From an optimization exercise on the open Yosys and OpenROAD flow, aimed at small area; shortcuts taken in it are not production practice.
Where RTL was checked, it was by simulation tests only, not by an equivalence proof against the original.
Power is estimated from default activity; no workload was simulated.

Design idxfp, start of the top module:
module idxfp (
    input             clk,
    input             rst,             
    input             reset_capable,   
    input             poll,
    input      [31:0] now,
    output            busy,
    input             rx_avail,
    input       [7:0] rx_data,
    output            rx_pop,
    output            rdr_rst_n,
    output            ev_read,
    output            ev_remove,
    output     [39:0] ev_tag,
    input             cfg_req,
    input             cfg_we,
    input       [1:0] cfg_addr,
    input      [31:0] cfg_wdata,
    output     [31:0] cfg_rdata
);
Size: about 210 flip-flops, roughly 160 I/O pins, about 7800 um^2 of cells after synthesis.
==> module idxfp, before the edit <==
module idxfp (
    input             clk,
    input             rst,             
    input             reset_capable,   
    input             poll,
    input      [31:0] now,
    output            busy,
    input             rx_avail,
    input       [7:0] rx_data,
    output            rx_pop,
    output            rdr_rst_n,
    output            ev_read,
    output            ev_remove,
    output     [39:0] ev_tag,
    input             cfg_req,
    input             cfg_we,
    input       [1:0] cfg_addr,
    input      [31:0] cfg_wdata,
    output     [31:0] cfg_rdata
);
    localparam [31:0] WAIT_RESET = 32'd1000;
    localparam E_CHK = 0;
    localparam E_FRM = 1;
    localparam E_HEX = 2;
    localparam E_OVF = 3;
    reg         busy_q;      
    reg  [5:0]  cnt;         
    reg         seen;        
    reg  [31:0] now_q;       
    reg         cy;          
    reg  [7:0]  fb [0:5];
    reg  [3:0]  hold;
    reg  [3:0]  ncnt;
    reg         fd_err;
    reg         in_frame;
    reg         await;       
    reg  [32:0] deadline;
    reg  [39:0] last_tag;    
    reg  [31:0] wait_n;      
    reg  [1:0]  ev_en;
    reg  [3:0]  errstat;
    reg  [1:0]  raddr;       
    wire       is_stx  = (rx_data == 8'h02);
    wire       is_etx  = (rx_data == 8'h03);
    wire       is_pad  = (rx_data == 8'h0D) || (rx_data == 8'h0A);
    wire       is_hexd = (rx_data[7:4] == 4'h3) && (rx_data[3:0] <= 4'h9);
    wire       is_hexl = (rx_data[7:4] == 4'h4) && (rx_data[3:0] != 4'h0) &&
                         (rx_data[3:0] <= 4'h6);
    wire       is_hex  = is_hexd || is_hexl;
    wire       is_inv  = !(is_stx || is_etx || is_pad || is_hex);
    wire [3:0] nib     = is_hexd ? rx_data[3:0] : (rx_data[3:0] + 4'd9);
    wire [7:0] fb_xor  = fb[0] ^ fb[1] ^ fb[2] ^ fb[3] ^ fb[4];
    wire       chk_ok  = (fb_xor == fb[5]);
    wire       drain   = busy_q && (cnt[5:4] == 2'b00);
    wire       last    = cnt[5] && cnt[4];             
    wire       psm     = busy_q && last && cnt[0];     
    wire       serial  = busy_q && (cnt[5] || cnt[4]) && !psm;
    wire       pop     = drain && rx_avail;
    wire       upd     = seen && reset_capable;        
    wire       a_bit   = (now_q[0] ^ cnt[0]) && !last;
    wire       b_bit   = upd ? (!wait_n[0] && !last) : !deadline[0];
    wire       c_in    = (cnt == 6'd16) ? !upd : cy;
    wire       s_bit   = a_bit ^ b_bit ^ c_in;
    wire       c_out   = (a_bit & b_bit) | (a_bit & c_in) | (b_bit & c_in);
    wire       ge      = cy;                           
    assign busy      = busy_q;
    assign rx_pop    = pop;
    assign ev_tag    = last_tag;
    assign ev_read   = psm && seen && ev_en[0] && !(reset_capable && await);
    assign ev_remove = psm && !seen && await && ge && ev_en[1];
    assign rdr_rst_n = !(psm && upd);
    assign cfg_rdata = (raddr == 2'd0) ? ~wait_n :
                       (raddr == 2'd1) ? {30'd0, ev_en} :
                       (raddr == 2'd2) ? {28'd0, errstat} : 32'd0;
    wire       fb_wr   = pop && is_hex && !fd_err && (ncnt != 4'd12) && ncnt[0];
    wire [7:0] fb_d    = rst ? 8'd0 : {hold, nib};
    integer i;
    always @(posedge clk)
        for (i = 0; i < 6; i = i + 1)
            if (rst || (fb_wr && ncnt[3:1] == i))
                fb[i] <= fb_d;
    always @(posedge clk) begin
        raddr <= cfg_addr;
        now_q <= poll ? {now[15:0], now[31:16]} : ~{now_q[0], now_q[31:1]};
        cnt   <= busy_q ? cnt + 6'd1 : 6'd0;
        if (serial) begin
            cy       <= c_out;
            deadline <= {upd ? s_bit : deadline[0], deadline[32:1]};
            if (!last)
                wait_n <= {wait_n[0], wait_n[31:1]};
        end
        if (rst) begin
            busy_q      <= 1'b0;
            fd_err      <= 1'b1;
            in_frame    <= 1'b0;
            await       <= 1'b0;
            wait_n      <= ~WAIT_RESET;
            ev_en       <= 2'd0;
            errstat     <= 4'd0;
        end else if (!busy_q) begin
            if (poll) begin
                seen   <= 1'b0;
                busy_q <= 1'b1;
            end else if (cfg_req && cfg_we) begin
                case (cfg_addr)
                2'd0: wait_n  <= ~cfg_wdata;
                2'd1: ev_en   <= cfg_wdata[1:0];
                2'd2: errstat <= errstat & ~cfg_wdata[3:0];
                default: ;
                endcase
            end
        end else if (pop) begin
            if (is_stx) begin
                if (in_frame)
                    errstat[E_FRM] <= 1'b1;
                ncnt     <= 4'd0;
                fd_err   <= 1'b0;
                in_frame <= 1'b1;
            end else if (is_etx) begin
                if (!fd_err) begin
                    if (chk_ok) begin
                        seen     <= 1'b1;
                        last_tag <= {fb[0], fb[1], fb[2], fb[3], fb[4]};
                    end else if (in_frame) begin
                        errstat[E_CHK] <= 1'b1;
                    end
                end
                in_frame <= 1'b0;
            end else if (is_hex) begin
                if (!fd_err) begin
                    if (ncnt == 4'd12) begin
                        fd_err <= 1'b1;
                        if (in_frame)
                            errstat[E_OVF] <= 1'b1;
                    end else if (!ncnt[0]) begin
                        hold <= nib;
                        ncnt <= ncnt + 4'd1;
                    end else begin
                        ncnt <= ncnt + 4'd1;
                    end
                end
            end else if (is_inv) begin
                if (!fd_err) begin
                    fd_err <= 1'b1;
                    if (in_frame)
                        errstat[E_HEX] <= 1'b1;
                end
            end
        end else if (psm) begin
            busy_q <= 1'b0;
            await  <= seen ? reset_capable : (await && !ge);
        end
    end
endmodule
export LEC_CHECK = 0
export CAP_MARGIN = 20
export CORE_MARGIN = 2
export CORE_UTILIZATION = 65
export PLACE_DENSITY = 0.8
export SLEW_MARGIN = 20
create_clock -name core_clock -period 8.0 [get_ports {clk}]
standard.sh (not shown) runs the stock make flow with config.mk's settings and CLKGATE_MAP_FILE= SYNTH_SCRIPT=/design/flow/synth_recipe.tcl, a recipe that flattens the netlist after the stock synthesis.
==> flow/flow/run.sh <==
#!/bin/bash
# The standard layout (standard.sh), with three changes:
#  - synthesis is ORFS's, run by standard.sh, except that ABC maps the logic
#    between the registers with an area-oriented script (flow/area.abc, put in
#    place of abc_speed.script in a copy of ORFS's scripts); the registers
#    come out as in the standard synthesis;
#  - port buffers use the smallest buffer (buf_1);
#  - the clock tree uses clkbuf_4 sink buffers over clusters of at most 10
#    flip-flops, and no dummy loads.
set -euo pipefail
export BUFFER_PORTS_ARGS="-buffer_cell sky130_fd_sc_hd__buf_1"
export CTS_ARGS="-sink_clustering_enable -repair_clock_nets -dont_use_dummy_load -buf_list sky130_fd_sc_hd__clkbuf_4 -sink_clustering_size 10 -sink_clustering_max_diameter 40"
rm -rf scripts_area
cp -r "$FLOW_HOME/scripts" scripts_area
cp flow/area.abc scripts_area/abc_speed.script
SCRIPTS_DIR=$PWD/scripts_area bash standard.sh synth > synth.log 2>&1
bash standard.sh finish > standard.log 2>&1
==> flow/flow/area.abc <==
&get -n
&st
&syn3
&dch -f
&nf -a -R 1000
&st
&syn3
&dch -f
&nf -a -R 1000
&put
strash
dch -f
amap
strash
dch -f
amap
topo
The first run completed with no timing, DRC or antenna violations.
==> next run, changes <==
--- a/flow/design.v
+++ b/flow/design.v
@@ -36,13 +36,12 @@
     reg         await;       
     reg  [32:0] deadline;
     reg  [39:0] last_tag;    
     reg  [31:0] wait_n;      
     reg  [1:0]  ev_en;
     reg  [3:0]  errstat;
-    reg  [1:0]  raddr;       
     wire       is_stx  = (rx_data == 8'h02);
     wire       is_etx  = (rx_data == 8'h03);
     wire       is_pad  = (rx_data == 8'h0D) || (rx_data == 8'h0A);
     wire       is_hexd = (rx_data[7:4] == 4'h3) && (rx_data[3:0] <= 4'h9);
     wire       is_hexl = (rx_data[7:4] == 4'h4) && (rx_data[3:0] != 4'h0) &&
                          (rx_data[3:0] <= 4'h6);
@@ -66,28 +65,28 @@
     assign busy      = busy_q;
     assign rx_pop    = pop;
     assign ev_tag    = last_tag;
     assign ev_read   = psm && seen && ev_en[0] && !(reset_capable && await);
     assign ev_remove = psm && !seen && await && ge && ev_en[1];
     assign rdr_rst_n = !(psm && upd);
+    wire [1:0] raddr   = cnt[1:0];
     assign cfg_rdata = (raddr == 2'd0) ? ~wait_n :
                        (raddr == 2'd1) ? {30'd0, ev_en} :
                        (raddr == 2'd2) ? {28'd0, errstat} : 32'd0;
     wire       fb_wr   = pop && is_hex && !fd_err && (ncnt != 4'd12) && ncnt[0];
     wire [7:0] fb_d    = rst ? 8'd0 : {hold, nib};
     integer i;
     always @(posedge clk)
         for (i = 0; i < 6; i = i + 1)
             if (rst || (fb_wr && ncnt[3:1] == i))
                 fb[i] <= fb_d;
     always @(posedge clk) begin
-        raddr <= cfg_addr;
         now_q <= poll ? {now[15:0], now[31:16]} : ~{now_q[0], now_q[31:1]};
-        cnt   <= busy_q ? cnt + 6'd1 : 6'd0;
+        cnt   <= busy_q ? cnt + 6'd1 : poll ? 6'd0 : {4'd0, cfg_addr};
+        cy    <= c_out;
         if (serial) begin
-            cy       <= c_out;
             deadline <= {upd ? s_bit : deadline[0], deadline[32:1]};
             if (!last)
                 wait_n <= {wait_n[0], wait_n[31:1]};
         end
         if (rst) begin
             busy_q      <= 1'b0;
The new run passed the timing, DRC and antenna checks.
Die area drops slightly.
Worst hold slack is worse by 0.018 ns.
Sequential cell count drops by 2.
Power climbs slightly.
Area after synthesis drops slightly.
Global-route usage climbs by 2.0 points.
Wire length climbs by a few percent.
Cell count drops slightly.
Clock power is about the same.
Combinational power climbs by about a fifth.
Only the layout flow was run in the first run of this note; the RTL was not checked for function there.

[port drivers added, routing unchanged]
In the flow no input, the clock included, has a driving cell. The finished layouts below were timed again as built, in two steps.
Step 1 (the two cells are an assumption about what drives the block):
set clk [get_ports {clk}]
set_driving_cell -lib_cell sky130_fd_sc_hd__clkbuf_16 $clk
set_driving_cell -lib_cell sky130_fd_sc_hd__buf_2 [delete_from_list [all_inputs] $clk]
Step 2 adds t to the input delays and takes it off the output delays; t is the mean of the earliest and latest rising clock arrival at the registers after step 1. Input paths then give back, and output paths get back, about the clock's delay inside the block.
Three values: no drivers, after step 1, after step 2; two values: the first two.
run	t, ns	setup slack, ns	worst setup path after step 2	clock arrival spread, ns	slew at the worst register clock pin (ns)
the first run	0.603	3.791 / 3.802 / 3.200	input to register	0.089 / 0.089	0.11 / 0.11
the second run	0.625	3.265 / 3.230 / 3.336	input to register	0.053 / 0.053	0.11 / 0.11
After both steps setup and hold are still met in every run listed. For the first run, which loses most, drivers alone change the setup slack by +0.011 ns; drivers and shift together by -0.591 ns.
